Context: an optimization exercise on an open-source flow, tuned for small area, a short achievable clock period and few clock cycles. The choices shown serve that exercise and are no tape-out recipe. The RTL was checked by simulation tests, not by an equivalence proof against the original design.

--- flow/run.sh ---
#!/bin/bash
# synth_recipe.tcl (not shown) runs the flow's synth.tcl, then flattens the netlist and writes it again
# the make line also repeats each setting of config.mk as NAME=value (left out here)
make -C /OpenROAD-flow-scripts/flow DESIGN_CONFIG=/design/flow/config.mk WORK_HOME=/design/flow/orfs CLKGATE_MAP_FILE= SYNTH_SCRIPT=/design/flow/synth_recipe.tcl finish
--- flow/config.mk ---
export PLATFORM = sky130hd
export DESIGN_NAME = rtcconv
export DESIGN_NICKNAME = rtcconv
export VERILOG_FILES = /design/flow/design.v
export SDC_FILE = /design/flow/constraint.sdc
export NUM_CORES = 4
export LEC_CHECK = 0
export CAP_MARGIN = 20
export CORE_MARGIN = 2
export CORE_UTILIZATION = 40
export SLEW_MARGIN = 20
--- flow/constraint.sdc ---
create_clock -name core_clock -period 100.0 [get_ports {clk}]
set_input_delay 20.0000 -clock core_clock [delete_from_list [all_inputs] [get_ports {clk}]]
set_output_delay 20.0000 -clock core_clock [all_outputs]
set_load 0.01 [all_outputs]
--- flow/design.v ---
module rtcconv_exec (
    input  wire [31:0] cmd,
    input  wire [8:0]  arg,
    input  wire [63:0] ts,
    input  wire [7:0]  c_sec, c_min, c_hour, c_dow, c_day, c_mon, c_yoff,
    input  wire [7:0]  tb_sec, tb_min, tb_hour, tb_dow, tb_day, tb_mon, tb_year,
    output reg  [8:0]  flags,       
    output reg         we_res,
    output reg  [7:0]  n_res,
    output reg         we_ts,
    output reg  [63:0] n_ts,
    output reg         we_days,
    output reg  [31:0] n_days,
    output reg         we_civ_time,  
    output reg         we_civ_date,  
    output reg  [7:0]  n_sec, n_min, n_hour, n_dow, n_day, n_mon, n_yoff,
    output reg         we_tb,
    output reg  [7:0]  n_tb_sec, n_tb_min, n_tb_hour, n_tb_dow, n_tb_day, n_tb_mon, n_tb_year
);
    localparam F_AFTER  = 0;
    localparam F_MARKER = 1;
    localparam F_CORR   = 2;
    localparam F_WB     = 3;
    localparam F_RLO    = 4;
    localparam F_RHI    = 5;
    localparam F_ECIV   = 6;
    localparam F_EFMT   = 7;
    localparam F_ECMD   = 8;
    localparam [63:0] TS_MIN   = 64'd946684800;
    localparam [63:0] TS_LIMIT = 64'd7258118400;
    function bcd_ok(input [7:0] b);
        bcd_ok = (b[7:4] <= 4'd9) && (b[3:0] <= 4'd9);
    endfunction
    function [7:0] bcd2dec(input [7:0] b);
        bcd2dec = b[7:4] * 8'd10 + b[3:0];
    endfunction
    function [7:0] dec2bcd(input [7:0] n);
        dec2bcd = {n / 8'd10, 4'b0} | (n % 8'd10);
    endfunction
    function [7:0] hour_enc(input [7:0] h, input mode);
        reg [7:0] h12;
        begin
            if (!mode) begin
                hour_enc = dec2bcd(h);
            end else begin
                h12 = h % 8'd12;
                if (h12 == 8'd0) h12 = 8'd12;
                hour_enc = 8'h40 | ((h > 8'd11) ? 8'h20 : 8'h00) | dec2bcd(h12);
            end
        end
    endfunction
    function [8:0] hour_dec(input [7:0] b);
        reg [7:0] f, v, h;
        reg ok;
        begin
            ok = 1'b1;
            h  = 8'd0;
            if (b[6]) begin
                f = {3'b0, b[4:0]};
                v = bcd2dec(f);
                if (!bcd_ok(f) || v < 8'd1 || v > 8'd12) ok = 1'b0;
                h = v;
                if (h > 8'd11) h = 8'd0;
                if (b[5]) h = h + 8'd12;
            end else begin
                f = {2'b0, b[5:0]};
                v = bcd2dec(f);
                if (!bcd_ok(f) || v > 8'd23) ok = 1'b0;
                h = v;
            end
            hour_dec = {ok, h};
        end
    endfunction
    function [4:0] month_len(input [7:0] m);
        case (m)
            8'd2:                     month_len = 5'd28;
            8'd4, 8'd6, 8'd9, 8'd11:  month_len = 5'd30;
            default:                  month_len = 5'd31;
        endcase
    endfunction
    function [8:0] days_before(input [7:0] m);
        case (m)
            8'd1:    days_before = 9'd0;
            8'd2:    days_before = 9'd31;
            8'd3:    days_before = 9'd59;
            8'd4:    days_before = 9'd90;
            8'd5:    days_before = 9'd120;
            8'd6:    days_before = 9'd151;
            8'd7:    days_before = 9'd181;
            8'd8:    days_before = 9'd212;
            8'd9:    days_before = 9'd243;
            8'd10:   days_before = 9'd273;
            8'd11:   days_before = 9'd304;
            default: days_before = 9'd334;
        endcase
    endfunction
    function greg_leap(input [7:0] yo);
        reg [11:0] y;
        begin
            y = 12'd2000 + yo;
            greg_leap = ((y % 12'd4 == 0) && (y % 12'd100 != 0)) || (y % 12'd400 == 0);
        end
    endfunction
    function [4:0] greg_len(input [7:0] m, input [7:0] yo);
        greg_len = (m == 8'd2 && greg_leap(yo)) ? 5'd29 : month_len(m);
    endfunction
    function [4:0] len4(input [7:0] m, input [7:0] yo);
        len4 = (m == 8'd2 && yo[1:0] == 2'b00) ? 5'd29 : month_len(m);
    endfunction
    function valid_date(input [7:0] d, input [7:0] m, input [7:0] yo);
        valid_date = (m >= 8'd1) && (m <= 8'd12) && (yo <= 8'd199) &&
                     (d >= 8'd1) && (d <= {3'b0, greg_len(m, yo)});
    endfunction
    function after_bug(input [7:0] d, input [7:0] m, input [7:0] yo);
        after_bug = (yo > 8'd100) ||
                    (yo == 8'd100 && (m > 8'd2 || (m == 8'd2 && d == 8'd29)));
    endfunction
    function [16:0] day_count(input [7:0] d, input [7:0] m, input [7:0] yo);
        reg       my;
        reg [8:0] y, ym;
        reg [6:0] leap;
        begin
            my   = (m >= 8'd3);
            y    = {1'b0, yo} + 9'd30 + my;
            ym   = {1'b0, yo} + 9'd30;
            leap = (y + 9'd1) >> 2;
            leap = leap - ((y >= 9'd131) ? 7'd1 : 7'd0) - ((y >= 9'd231) ? 7'd1 : 7'd0);
            day_count = {9'd0, d} - 17'd1 + days_before(m) + leap + ym * 17'd365;
        end
    endfunction
    wire [7:0] op  = cmd[7:0];
    wire       legal = (cmd[31:8] == 24'd0) && (op <= 8'h0D);
    wire civ_valid = valid_date(c_day, c_mon, c_yoff) &&
                     (c_sec <= 8'd59) && (c_min <= 8'd59) && (c_hour <= 8'd23);
    wire civ_after = after_bug(c_day, c_mon, c_yoff);
    wire [16:0] civ_days = day_count(c_day, c_mon, c_yoff);
    wire [33:0] civ_ts = civ_days * 34'd86400 + c_hour[4:0] * 17'd3600 + c_min[5:0] * 17'd60 + c_sec[5:0];
    reg        adv_ok;
    reg [7:0]  adv_day, adv_mon, adv_yoff, adv_dow;
    always @* begin
        adv_ok   = (c_mon >= 8'd1) && (c_mon <= 8'd12) && (c_yoff <= 8'd199) &&
                   (c_day >= 8'd1) && (c_day <= {3'b0, len4(c_mon, c_yoff)}) && (c_dow <= 8'd6);
        adv_day  = c_day + 8'd1;
        adv_mon  = c_mon;
        adv_yoff = c_yoff;
        if (adv_day > {3'b0, len4(c_mon, c_yoff)}) begin
            adv_day = 8'd1;
            adv_mon = adv_mon + 8'd1;
        end
        if (adv_mon > 8'd12) begin
            adv_mon  = 8'd1;
            adv_yoff = adv_yoff + 8'd1;
        end
        if (adv_yoff > 8'd199) adv_ok = 1'b0;
        adv_dow = (c_dow + 8'd1) % 8'd7;
    end
    wire        ts_lo_err = ts < TS_MIN;
    wire        ts_hi_err = ts >= TS_LIMIT;
    wire [32:0] t33    = ts[32:0];
    wire [18:0] u_days = t33[32:7] / 26'd675;
    wire [16:0] u_sod  = t33 - u_days * 33'd86400;
    wire [4:0]  u_h    = u_sod / 17'd3600;
    wire [11:0] u_soh  = u_sod - u_h * 17'd3600;
    wire [5:0]  u_mi   = u_soh / 12'd60;
    wire [7:0]  u_hour = {3'd0, u_h};
    wire [7:0]  u_min  = {2'd0, u_mi};
    wire [7:0]  u_sec  = u_soh - u_mi * 12'd60;
    wire [7:0]  u_dow  = (u_days + 19'd4) % 19'd7;
    reg [19:0] z;
    reg        era5;
    reg [17:0] doe;
    reg [8:0]  yoe, doy, cy;
    reg [3:0]  mp, cm;
    reg [4:0]  cd;
    always @* begin
        z    = u_days[16:0] + 20'd719468;
        era5 = (z >= 20'd730485);
        doe  = era5 ? z - 20'd730485 : z - 20'd584388;
        yoe  = (doe - doe / 18'd1460 + doe / 18'd36524 - doe / 18'd146096) / 18'd365;
        doy  = doe - (yoe * 18'd365 + yoe[8:2] - yoe / 9'd100);
        mp   = ({doy, 2'b0} + doy + 11'd2) / 11'd153;
        cd   = doy - (mp * 11'd153 + 11'd2) / 11'd5 + 9'd1;
        cm   = (mp < 4'd10) ? mp + 4'd3 : mp - 4'd9;
        cy   = (era5 ? yoe : yoe - 9'd400) + ((cm <= 4'd2) ? 9'd1 : 9'd0);
    end
    wire [7:0] u_day  = {3'd0, cd};
    wire [7:0] u_mon  = {4'd0, cm};
    wire [7:0] u_yoff = cy[7:0];
    wire       u_after = after_bug(u_day, u_mon, u_yoff);
    wire [8:0] arg_hd = hour_dec(arg[7:0]);
    wire [8:0] tb_hd = hour_dec(tb_hour);
    wire [7:0] tbd_sec  = bcd2dec({1'b0, tb_sec[6:0]});
    wire [7:0] tbd_min  = bcd2dec({1'b0, tb_min[6:0]});
    wire [7:0] tbd_day  = bcd2dec({2'b0, tb_day[5:0]});
    wire [7:0] tbd_mon  = bcd2dec({3'b0, tb_mon[4:0]});
    wire [7:0] tbd_year = bcd2dec(tb_year);
    wire [7:0] tbd_hour = tb_hd[7:0];
    wire [7:0] tbd_dow  = {5'b0, tb_dow[2:0]} - 8'd1;
    wire [7:0] tbd_yoff = (tb_mon[7] ? 8'd100 : 8'd0) + tbd_year;
    wire       tbd_m    = tb_hour[6];
    wire       tbd_ok =
        bcd_ok({1'b0, tb_sec[6:0]}) && tbd_sec <= 8'd59 &&
        bcd_ok({1'b0, tb_min[6:0]}) && tbd_min <= 8'd59 &&
        tb_hd[8] &&
        tb_dow[2:0] != 3'd0 &&
        bcd_ok({2'b0, tb_day[5:0]}) && tbd_day >= 8'd1 && tbd_day <= 8'd31 &&
        bcd_ok({3'b0, tb_mon[4:0]}) && tbd_mon >= 8'd1 && tbd_mon <= 8'd12 &&
        bcd_ok(tb_year);
    wire       tbd_after = after_bug(tbd_day, tbd_mon, tbd_yoff);
    reg        ok, a, m, wb, do_enc;
    reg [7:0]  e_sec, e_min, e_hour, e_dow, e_day, e_mon, e_yoff;
    reg [16:0] e_days;
    always @* begin
        flags       = 9'd0;
        we_res      = 1'b0;
        n_res       = 8'd0;
        we_ts       = 1'b0;
        n_ts        = 64'd0;
        we_days     = 1'b0;
        n_days      = 32'd0;
        we_civ_time = 1'b0;
        we_civ_date = 1'b0;
        n_sec  = c_sec;  n_min = c_min;  n_hour = c_hour;  n_dow = c_dow;
        n_day  = c_day;  n_mon = c_mon;  n_yoff = c_yoff;
        we_tb  = 1'b0;
        n_tb_sec  = 8'd0; n_tb_min = 8'd0; n_tb_hour = 8'd0; n_tb_dow = 8'd0;
        n_tb_day  = 8'd0; n_tb_mon = 8'd0; n_tb_year = 8'd0;
        ok = 1'b0; a = 1'b0; m = 1'b0; wb = 1'b0; do_enc = 1'b0;
        e_sec = 8'd0; e_min = 8'd0; e_hour = 8'd0; e_dow = 8'd0;
        e_day = 8'd0; e_mon = 8'd0; e_yoff = 8'd0; e_days = 17'd0;
        if (!legal) begin
            flags[F_ECMD] = 1'b1;
        end else begin
            case (op)
                8'h00: ;  
                8'h01: begin  
                    if (arg[7:0] > 8'd99) flags[F_EFMT] = 1'b1;
                    else begin
                        we_res = 1'b1;
                        n_res  = dec2bcd(arg[7:0]);
                    end
                end
                8'h02: begin  
                    if (!bcd_ok(arg[7:0])) flags[F_EFMT] = 1'b1;
                    else begin
                        we_res = 1'b1;
                        n_res  = bcd2dec(arg[7:0]);
                    end
                end
                8'h03: begin  
                    if (arg[7:0] > 8'd23) flags[F_EFMT] = 1'b1;
                    else begin
                        we_res = 1'b1;
                        n_res  = hour_enc(arg[7:0], arg[8]);
                        flags[F_MARKER] = arg[8];
                    end
                end
                8'h04: begin  
                    if (!arg_hd[8]) flags[F_EFMT] = 1'b1;
                    else begin
                        we_res = 1'b1;
                        n_res  = arg_hd[7:0];
                        flags[F_MARKER] = arg[6];
                    end
                end
                8'h05: begin  
                    flags[F_AFTER] = civ_after;
                end
                8'h06: begin  
                    if (!valid_date(c_day, c_mon, c_yoff)) flags[F_ECIV] = 1'b1;
                    else begin
                        we_days = 1'b1;
                        n_days  = {15'd0, civ_days};
                    end
                end
                8'h07: begin  
                    if (!civ_valid) flags[F_ECIV] = 1'b1;
                    else begin
                        we_ts   = 1'b1;
                        n_ts    = {30'd0, civ_ts};
                        we_days = 1'b1;
                        n_days  = {15'd0, civ_days};
                    end
                end
                8'h08, 8'h0D: begin  
                    if (ts_lo_err)      flags[F_RLO] = 1'b1;
                    else if (ts_hi_err) flags[F_RHI] = 1'b1;
                    else begin
                        we_civ_time = 1'b1;
                        we_civ_date = 1'b1;
                        n_sec  = u_sec;  n_min = u_min;  n_hour = u_hour;  n_dow = u_dow;
                        n_day  = u_day;  n_mon = u_mon;  n_yoff = u_yoff;
                        we_days = 1'b1;
                        n_days  = {15'd0, u_days[16:0]};
                        if (op == 8'h0D) begin
                            we_tb  = 1'b1;
                            do_enc = 1'b1;
                            a      = u_after;
                            flags[F_AFTER]  = a;
                            flags[F_MARKER] = a;
                        end
                    end
                end
                8'h09: begin  
                    if (!adv_ok) flags[F_ECIV] = 1'b1;
                    else begin
                        we_civ_date = 1'b1;
                        n_dow  = adv_dow;
                        n_day  = adv_day;
                        n_mon  = adv_mon;
                        n_yoff = adv_yoff;
                    end
                end
                8'h0A: begin  
                    if (!(civ_valid && c_dow <= 8'd6)) flags[F_ECIV] = 1'b1;
                    else begin
                        we_tb  = 1'b1;
                        do_enc = 1'b1;
                        a      = civ_after;
                        flags[F_AFTER]  = a;
                        flags[F_MARKER] = a;
                    end
                end
                8'h0B: begin  
                    if (!tbd_ok) flags[F_EFMT] = 1'b1;
                    else begin
                        we_civ_time = 1'b1;
                        we_civ_date = 1'b1;
                        n_sec  = tbd_sec;  n_min = tbd_min;  n_hour = tbd_hour;  n_dow = tbd_dow;
                        n_day  = tbd_day;  n_mon = tbd_mon;  n_yoff = tbd_yoff;
                        flags[F_AFTER]  = tbd_after;
                        flags[F_MARKER] = tbd_m;
                        flags[F_CORR]   = tbd_after & tbd_m;
                    end
                end
                8'h0C: begin  
                    if (!tbd_ok) flags[F_EFMT] = 1'b1;
                    else begin
                        e_sec  = tbd_sec;  e_min = tbd_min;  e_hour = tbd_hour;  e_dow = tbd_dow;
                        e_day  = tbd_day;  e_mon = tbd_mon;  e_yoff = tbd_yoff;
                        a  = tbd_after;
                        m  = tbd_m;
                        ok = 1'b1;
                        if (a && !m) begin
                            if (!((e_mon >= 8'd1) && (e_mon <= 8'd12) && (e_yoff <= 8'd199) &&
                                  (e_day >= 8'd1) && (e_day <= {3'b0, len4(e_mon, e_yoff)}) &&
                                  (e_dow <= 8'd6)))
                                ok = 1'b0;
                            e_day = e_day + 8'd1;
                            if (e_day > {3'b0, len4(e_mon, e_yoff)}) begin
                                e_day = 8'd1;
                                e_mon = e_mon + 8'd1;
                            end
                            if (e_mon > 8'd12) begin
                                e_mon  = 8'd1;
                                e_yoff = e_yoff + 8'd1;
                            end
                            if (e_yoff > 8'd199) ok = 1'b0;
                            e_dow = (e_dow + 8'd1) % 8'd7;
                            wb = 1'b1;
                        end
                        if (!(valid_date(e_day, e_mon, e_yoff) && e_sec <= 8'd59 &&
                              e_min <= 8'd59 && e_hour <= 8'd23))
                            ok = 1'b0;
                        if (!ok) flags[F_ECIV] = 1'b1;
                        else begin
                            e_days = day_count(e_day, e_mon, e_yoff);
                            we_civ_time = 1'b1;
                            we_civ_date = 1'b1;
                            n_sec  = e_sec;  n_min = e_min;  n_hour = e_hour;  n_dow = e_dow;
                            n_day  = e_day;  n_mon = e_mon;  n_yoff = e_yoff;
                            we_days = 1'b1;
                            n_days  = {15'd0, e_days};
                            we_ts   = 1'b1;
                            n_ts    = {30'd0, e_days * 34'd86400 + e_hour[4:0] * 17'd3600 +
                                      e_min[5:0] * 17'd60 + e_sec[5:0]};
                            we_tb   = wb;
                            do_enc  = wb;
                            flags[F_AFTER]  = a;
                            flags[F_MARKER] = m;
                            flags[F_WB]     = wb;
                            flags[F_CORR]   = a & (m | wb);
                        end
                    end
                end
                default: ;
            endcase
        end
        if (do_enc) begin
            n_tb_sec  = dec2bcd(n_sec);
            n_tb_min  = dec2bcd(n_min);
            n_tb_hour = hour_enc(n_hour, a);
            n_tb_dow  = n_dow + 8'd1;
            n_tb_day  = dec2bcd(n_day);
            n_tb_mon  = ((n_yoff > 8'd99) ? 8'h80 : 8'h00) | dec2bcd(n_mon);
            n_tb_year = dec2bcd(n_yoff % 8'd100);
        end
    end
endmodule
module rtcconv (
    input  wire        clk,
    input  wire        rst,           
    input  wire        bus_wr,
    input  wire        bus_rd,
    input  wire [7:0]  bus_addr,
    input  wire [3:0]  bus_be,
    input  wire [31:0] bus_wdata,
    output reg  [31:0] bus_rdata
);
    localparam A_CMD     = 8'h00;
    localparam A_STATUS  = 8'h04;
    localparam A_ARG     = 8'h08;
    localparam A_RES     = 8'h0C;
    localparam A_TS_LO   = 8'h10;
    localparam A_TS_HI   = 8'h14;
    localparam A_DAYS    = 8'h18;
    localparam A_C_SEC   = 8'h20;
    localparam A_C_MIN   = 8'h24;
    localparam A_C_HOUR  = 8'h28;
    localparam A_C_DOW   = 8'h2C;
    localparam A_C_DAY   = 8'h30;
    localparam A_C_MON   = 8'h34;
    localparam A_C_YOFF  = 8'h38;
    localparam A_TB_SEC  = 8'h40;
    localparam A_TB_MIN  = 8'h44;
    localparam A_TB_HOUR = 8'h48;
    localparam A_TB_DOW  = 8'h4C;
    localparam A_TB_DAY  = 8'h50;
    localparam A_TB_MON  = 8'h54;
    localparam A_TB_YEAR = 8'h58;
    reg [31:0] cmd;
    reg        busy;
    reg [8:0]  flags;         
    reg        ebusy, eacc;   
    reg [8:0]  arg;
    reg [7:0]  res;
    reg [63:0] ts;
    reg [31:0] days;
    reg [7:0]  c_sec, c_min, c_hour, c_dow, c_day, c_mon, c_yoff;
    reg [7:0]  tb_sec, tb_min, tb_hour, tb_dow, tb_day, tb_mon, tb_year;
    wire [31:0] status = {20'd0, eacc, ebusy, flags, busy};
    wire [8:0]  x_flags;
    wire        x_we_res, x_we_ts, x_we_days, x_we_civ_time, x_we_civ_date, x_we_tb;
    wire [7:0]  x_res;
    wire [63:0] x_ts;
    wire [31:0] x_days;
    wire [7:0]  x_sec, x_min, x_hour, x_dow, x_day, x_mon, x_yoff;
    wire [7:0]  x_tb_sec, x_tb_min, x_tb_hour, x_tb_dow, x_tb_day, x_tb_mon, x_tb_year;
    rtcconv_exec u_exec (
        .cmd(cmd), .arg(arg), .ts(ts),
        .c_sec(c_sec), .c_min(c_min), .c_hour(c_hour), .c_dow(c_dow),
        .c_day(c_day), .c_mon(c_mon), .c_yoff(c_yoff),
        .tb_sec(tb_sec), .tb_min(tb_min), .tb_hour(tb_hour), .tb_dow(tb_dow),
        .tb_day(tb_day), .tb_mon(tb_mon), .tb_year(tb_year),
        .flags(x_flags),
        .we_res(x_we_res), .n_res(x_res),
        .we_ts(x_we_ts), .n_ts(x_ts),
        .we_days(x_we_days), .n_days(x_days),
        .we_civ_time(x_we_civ_time), .we_civ_date(x_we_civ_date),
        .n_sec(x_sec), .n_min(x_min), .n_hour(x_hour), .n_dow(x_dow),
        .n_day(x_day), .n_mon(x_mon), .n_yoff(x_yoff),
        .we_tb(x_we_tb),
        .n_tb_sec(x_tb_sec), .n_tb_min(x_tb_min), .n_tb_hour(x_tb_hour), .n_tb_dow(x_tb_dow),
        .n_tb_day(x_tb_day), .n_tb_mon(x_tb_mon), .n_tb_year(x_tb_year)
    );
    wire bad_acc = (bus_addr[1:0] != 2'b00) || (bus_be != 4'hF);
    wire wr_ok   = bus_wr && !bad_acc;
    wire rd_ok   = bus_rd && !bus_wr && !bad_acc;
    reg [31:0] rd_val;
    always @* begin
        case (bus_addr)
            A_CMD:     rd_val = cmd;
            A_STATUS:  rd_val = status;
            A_ARG:     rd_val = {23'd0, arg};
            A_RES:     rd_val = {24'd0, res};
            A_TS_LO:   rd_val = ts[31:0];
            A_TS_HI:   rd_val = ts[63:32];
            A_DAYS:    rd_val = days;
            A_C_SEC:   rd_val = {24'd0, c_sec};
            A_C_MIN:   rd_val = {24'd0, c_min};
            A_C_HOUR:  rd_val = {24'd0, c_hour};
            A_C_DOW:   rd_val = {24'd0, c_dow};
            A_C_DAY:   rd_val = {24'd0, c_day};
            A_C_MON:   rd_val = {24'd0, c_mon};
            A_C_YOFF:  rd_val = {24'd0, c_yoff};
            A_TB_SEC:  rd_val = {24'd0, tb_sec};
            A_TB_MIN:  rd_val = {24'd0, tb_min};
            A_TB_HOUR: rd_val = {24'd0, tb_hour};
            A_TB_DOW:  rd_val = {24'd0, tb_dow};
            A_TB_DAY:  rd_val = {24'd0, tb_day};
            A_TB_MON:  rd_val = {24'd0, tb_mon};
            A_TB_YEAR: rd_val = {24'd0, tb_year};
            default:   rd_val = 32'd0;
        endcase
    end
    always @(posedge clk) begin
        if (rst) begin
            cmd   <= 32'd0;
            busy  <= 1'b0;
            flags <= 9'd0;
            ebusy <= 1'b0;
            eacc  <= 1'b0;
            arg   <= 9'd0;
            res   <= 8'd0;
            ts    <= 64'd0;
            days  <= 32'd0;
            c_sec <= 8'd0; c_min <= 8'd0; c_hour <= 8'd0; c_dow <= 8'd0;
            c_day <= 8'd0; c_mon <= 8'd0; c_yoff <= 8'd0;
            tb_sec <= 8'd0; tb_min <= 8'd0; tb_hour <= 8'd0; tb_dow <= 8'd0;
            tb_day <= 8'd0; tb_mon <= 8'd0; tb_year <= 8'd0;
            bus_rdata <= 32'd0;
        end else begin
            if (bus_rd && !bus_wr) begin
                bus_rdata <= rd_ok ? rd_val : 32'd0;
            end
            if ((bus_wr || bus_rd) && bad_acc) begin
                eacc <= 1'b1;
            end
            if (busy) begin
                busy  <= 1'b0;
                flags <= x_flags;
                if (x_we_res)  res  <= x_res;
                if (x_we_ts)   ts   <= x_ts;
                if (x_we_days) days <= x_days;
                if (x_we_civ_time) begin
                    c_sec  <= x_sec;
                    c_min  <= x_min;
                    c_hour <= x_hour;
                end
                if (x_we_civ_date) begin
                    c_dow  <= x_dow;
                    c_day  <= x_day;
                    c_mon  <= x_mon;
                    c_yoff <= x_yoff;
                end
                if (x_we_tb) begin
                    tb_sec  <= x_tb_sec;
                    tb_min  <= x_tb_min;
                    tb_hour <= x_tb_hour;
                    tb_dow  <= x_tb_dow;
                    tb_day  <= x_tb_day;
                    tb_mon  <= x_tb_mon;
                    tb_year <= x_tb_year;
                end
                if (wr_ok) ebusy <= 1'b1;
            end else if (wr_ok) begin
                case (bus_addr)
                    A_CMD: begin
                        cmd  <= bus_wdata;
                        busy <= 1'b1;
                    end
                    A_STATUS: begin
                        if (bus_wdata[10]) ebusy <= 1'b0;
                        if (bus_wdata[11]) eacc  <= 1'b0;
                    end
                    A_ARG:     arg     <= bus_wdata[8:0];
                    A_TS_LO:   ts[31:0]  <= bus_wdata;
                    A_TS_HI:   ts[63:32] <= bus_wdata;
                    A_C_SEC:   c_sec   <= bus_wdata[7:0];
                    A_C_MIN:   c_min   <= bus_wdata[7:0];
                    A_C_HOUR:  c_hour  <= bus_wdata[7:0];
                    A_C_DOW:   c_dow   <= bus_wdata[7:0];
                    A_C_DAY:   c_day   <= bus_wdata[7:0];
                    A_C_MON:   c_mon   <= bus_wdata[7:0];
                    A_C_YOFF:  c_yoff  <= bus_wdata[7:0];
                    A_TB_SEC:  tb_sec  <= bus_wdata[7:0];
                    A_TB_MIN:  tb_min  <= bus_wdata[7:0];
                    A_TB_HOUR: tb_hour <= bus_wdata[7:0];
                    A_TB_DOW:  tb_dow  <= bus_wdata[7:0];
                    A_TB_DAY:  tb_day  <= bus_wdata[7:0];
                    A_TB_MON:  tb_mon  <= bus_wdata[7:0];
                    A_TB_YEAR: tb_year <= bus_wdata[7:0];
                    default: ;  
                endcase
            end
        end
    end
endmodule
==> results.toml <==
[drt]
via_per_inst = 6.243
drcViolationCount = 0
num_vias = 81290
first_iter_violations = 8599
antenna_left = 0
routedWlPerCell_um = 23.39
firstDrtPassIters = 10
wl_mm = 304.6

[sta]
period_share_pct = 83.47
setup_viol = 0
rsz0062_at_grt = "false"
slew_headroom_pct = 14.96
period_needed_ns = 83.47
fin_ws_ns = 16.53
setup_tns_ns = 0
fmax_mhz = 11.98
maxSlewViolCount = 0
skew_ns = 0.05544
hold_viol = 0
worst_slew_pin_slew_ns = 1.264
holdWs_ns = 0.4735

[finish]
fin_nets = 11560
areaGrowthSynthToFinish_pct = 6.444
layout_commonest_cell = "nor2_1"
fin_util_pct = 42.75
final_cell_mix = "nor2_1, nand2_1, a21oi_1"
stdcell_area_mm2 = 0.08011
fillers = 19530
drive_gt1_share_pct = 5.304

[synthesis]
synthesis.nets = 11740
synthFlopType = "dfxtp_1"
seq_area_frac_synth_pct = 7.847
synth_cell_type_count = 148
syn_inst = 10680
syn_area_mm2 = 0.07526
syn_area_per_cell_um2 = 7.049
synth_edf_count = 0
ys_ff_latch = 295
synth-async-reset-ratio_pct = 0
yosys_warnings = 2

[worst_setup_path]
cpMostUsedCell = "a21oi_1"
cp_slowest_cell = "a311oi_4"
worst-path-max-fanout = 37
critPathKind = "flop to flop"
slowest_delay_ns = 0.95
crit_arrival_ns = 83.97
endpoint_kind = "flop"
start_kind = "flop"
reg2reg_depth = 283
worstPathRequired_ns = 100.49

[cts]
post_cts_buffers = 0
ctsResizeCount = 0
hold_buffers = 0
cts_made_buffers = 34
cts.sinks = 295
cts_tree = "yes"
clockRootBuffer = "clkbuf_16"
clock_latency_ns = 0.59
path_clk_slew_ns = 0.06
clk_path_buf_depth = 3
htree_levels = 2

[hold_path]
holdPathStages = 2
hold_path.class = "flop to flop"

[floorplan]
core_mm2 = 0.1874
ios = 80
fp.dieH_um = 437.8
start_util_pct = 40.16
rows = 159
dieArea_mm2 = 0.1916
die_w_um = 437.8

[status]
status = "no timing/DRC/antenna violations"

[global_route]
grt_overflow = 0
grt_pass1_wl_mm = 460.9
grt_use_total_pct = 30.34
antenna_found_initial = 13
grt_pass1_vias = 76030
grt_max_degree = 119

[placed_design]
pre_cts_slack_ns = 17.91
placed_cell_area_mm2 = 0.07892
hpwl_mm = 244.1
gp_congestion = 1.054
port-buffer-count = 79

[run]
cap_violations = 0
## cells in the mapped netlist (68+ instances only)
library cell	instances	share of area (%)
nor2_1	1031	5.1
or3_1	88	0.73
nor3_1	281	1.9
nor4_1	82	0.68
nor2b_1	111	0.92
dfxtp_1	295	7.8
nand4_1	85	0.71
fa_1	266	7.1
o21bai_1	122	1.2
or2_2	68	0.57
nand3_1	335	2.2
mux2i_1	164	2.2
a22oi_1	132	1.3
o21a_1	69	0.69
inv_1	863	4.3
a21o_1	125	1.2
xor2_1	221	2.6
and3_1	90	0.75
o21ai_0	531	3.5
and2_1	102	0.85
nand2b_1	106	0.88
a211oi_1	160	1.6
a31oi_1	141	1.2
o211ai_1	90	0.90
clkbuf_1	390	1.9
o21ai_1	97	0.65
ha_1	749	12
nand2_1	1009	5.0
o31ai_1	81	0.81
xnor2_1	596	6.9
a21oi_1	946	6.3
o22ai_1	79	0.66
## final timing paths
path / slack, ns / start / to
hold / removal: 0.47 / cmd[12] / cmd[12]
hold reg to reg: 0.47 / cmd[12] / cmd[12]
setup reg to reg: 16.53 / ts[25] / tb_day[5]
setup / recovery: 16.53 / ts[25] / tb_day[5]
## state kept, by name, summed over array words and instances, names as in the netlist, named ones only
signal     flops
tb_dow         8
tb_min         8
c_dow          8
tb_mon         8
ebusy          1
res            8
tb_year        8
c_mon          8
flags          9
cmd           32
tb_day         8
tb_hour        8
arg            9
c_day          8
bus_rdata     32
c_sec          8
ts            64
tb_sec         8
c_hour         8
busy           1
eacc           1
days          17
c_min          8
c_yoff         8
## layout make-up
type / instances / area, um2 / area share [%]
diodes: 7 / 17.52 / 0.02187
clock buffers: 43 / 945.9 / 1.181
clock inverters: 15 / 167.7 / 0.2093
inverters: 886 / 3326 / 4.151
multi-input cells: 9010 / 64370 / 80.35
flip-flops and latches: 295 / 5909 / 7.376
well taps: 2495 / 3122 / 3.897
repair buffers: 271 / 2255 / 2.814
## critical path: cells and delay by family, from the launching register on
family / cells / cell delay (ns)
xor+xnor: 20 / 7.32
fa+ha+maj: 19 / 6.73
simple gates: 76 / 19.83
compound gates: 131 / 37.05
buf+inv: 27 / 8.51
flops: 1 / 0.78
mux: 10 / 2.96
## per-layer routing
layer,up-vias,wire length [um],global-route usage [%]
li1,38250,-,-
met1,38930,126100,38.55
met2,3357,136800,49.32
met3,744,22350,4.409
met4,8,19260,16.59
met5,-,47,0
## metrics by stage
stage	cells
3_3_place_gp	12960
3_5_place_dp	12960
2_1_floorplan	10680
5_1_grt	13020
6_report	13020
4_1_cts	13010
## cells by family after synthesis
kind of cell | share of synthesized area [%]
XOR/XNOR | 9.810
AND/OR/NAND/NOR | 22.65
flip-flops | 7.847
adder cells (fa/ha/maj) | 19.74
multiplexers | 3.042
buffers and inverters | 6.987
AO/OA/AOI/OAI | 29.92
Testbench counts, summed over its fixed seeds: cycles 93,191.

## static timing again, ports no longer ideal
How much do the figures lean on ideal ports? The routed layout below was timed once more, with nothing changed but the port constraints. Step 1 (the two cells are an assumption about what drives the block):
set clk [get_ports {clk}]
set_driving_cell -lib_cell sky130_fd_sc_hd__clkbuf_16 $clk
set_driving_cell -lib_cell sky130_fd_sc_hd__buf_2 [delete_from_list [all_inputs] $clk]
Step 2 adds t to the input delays and takes it off the output delays; t is the mean of the earliest and latest rising clock arrival at the registers after step 1. Input paths then give back, and output paths get back, about the clock's delay inside the block. Slacks: no drivers / after step 1 / after step 2; pairs: no drivers / after step 1.
t, ns: 0.633
setup slack, ns: 16.526 / 16.526 / 16.526
worst data-port slew with drivers (ns): 0.22
After both steps setup and hold are still met in this run. The setup slack of this run moves by 0.000 ns with the drivers and by 0.000 ns with both steps.
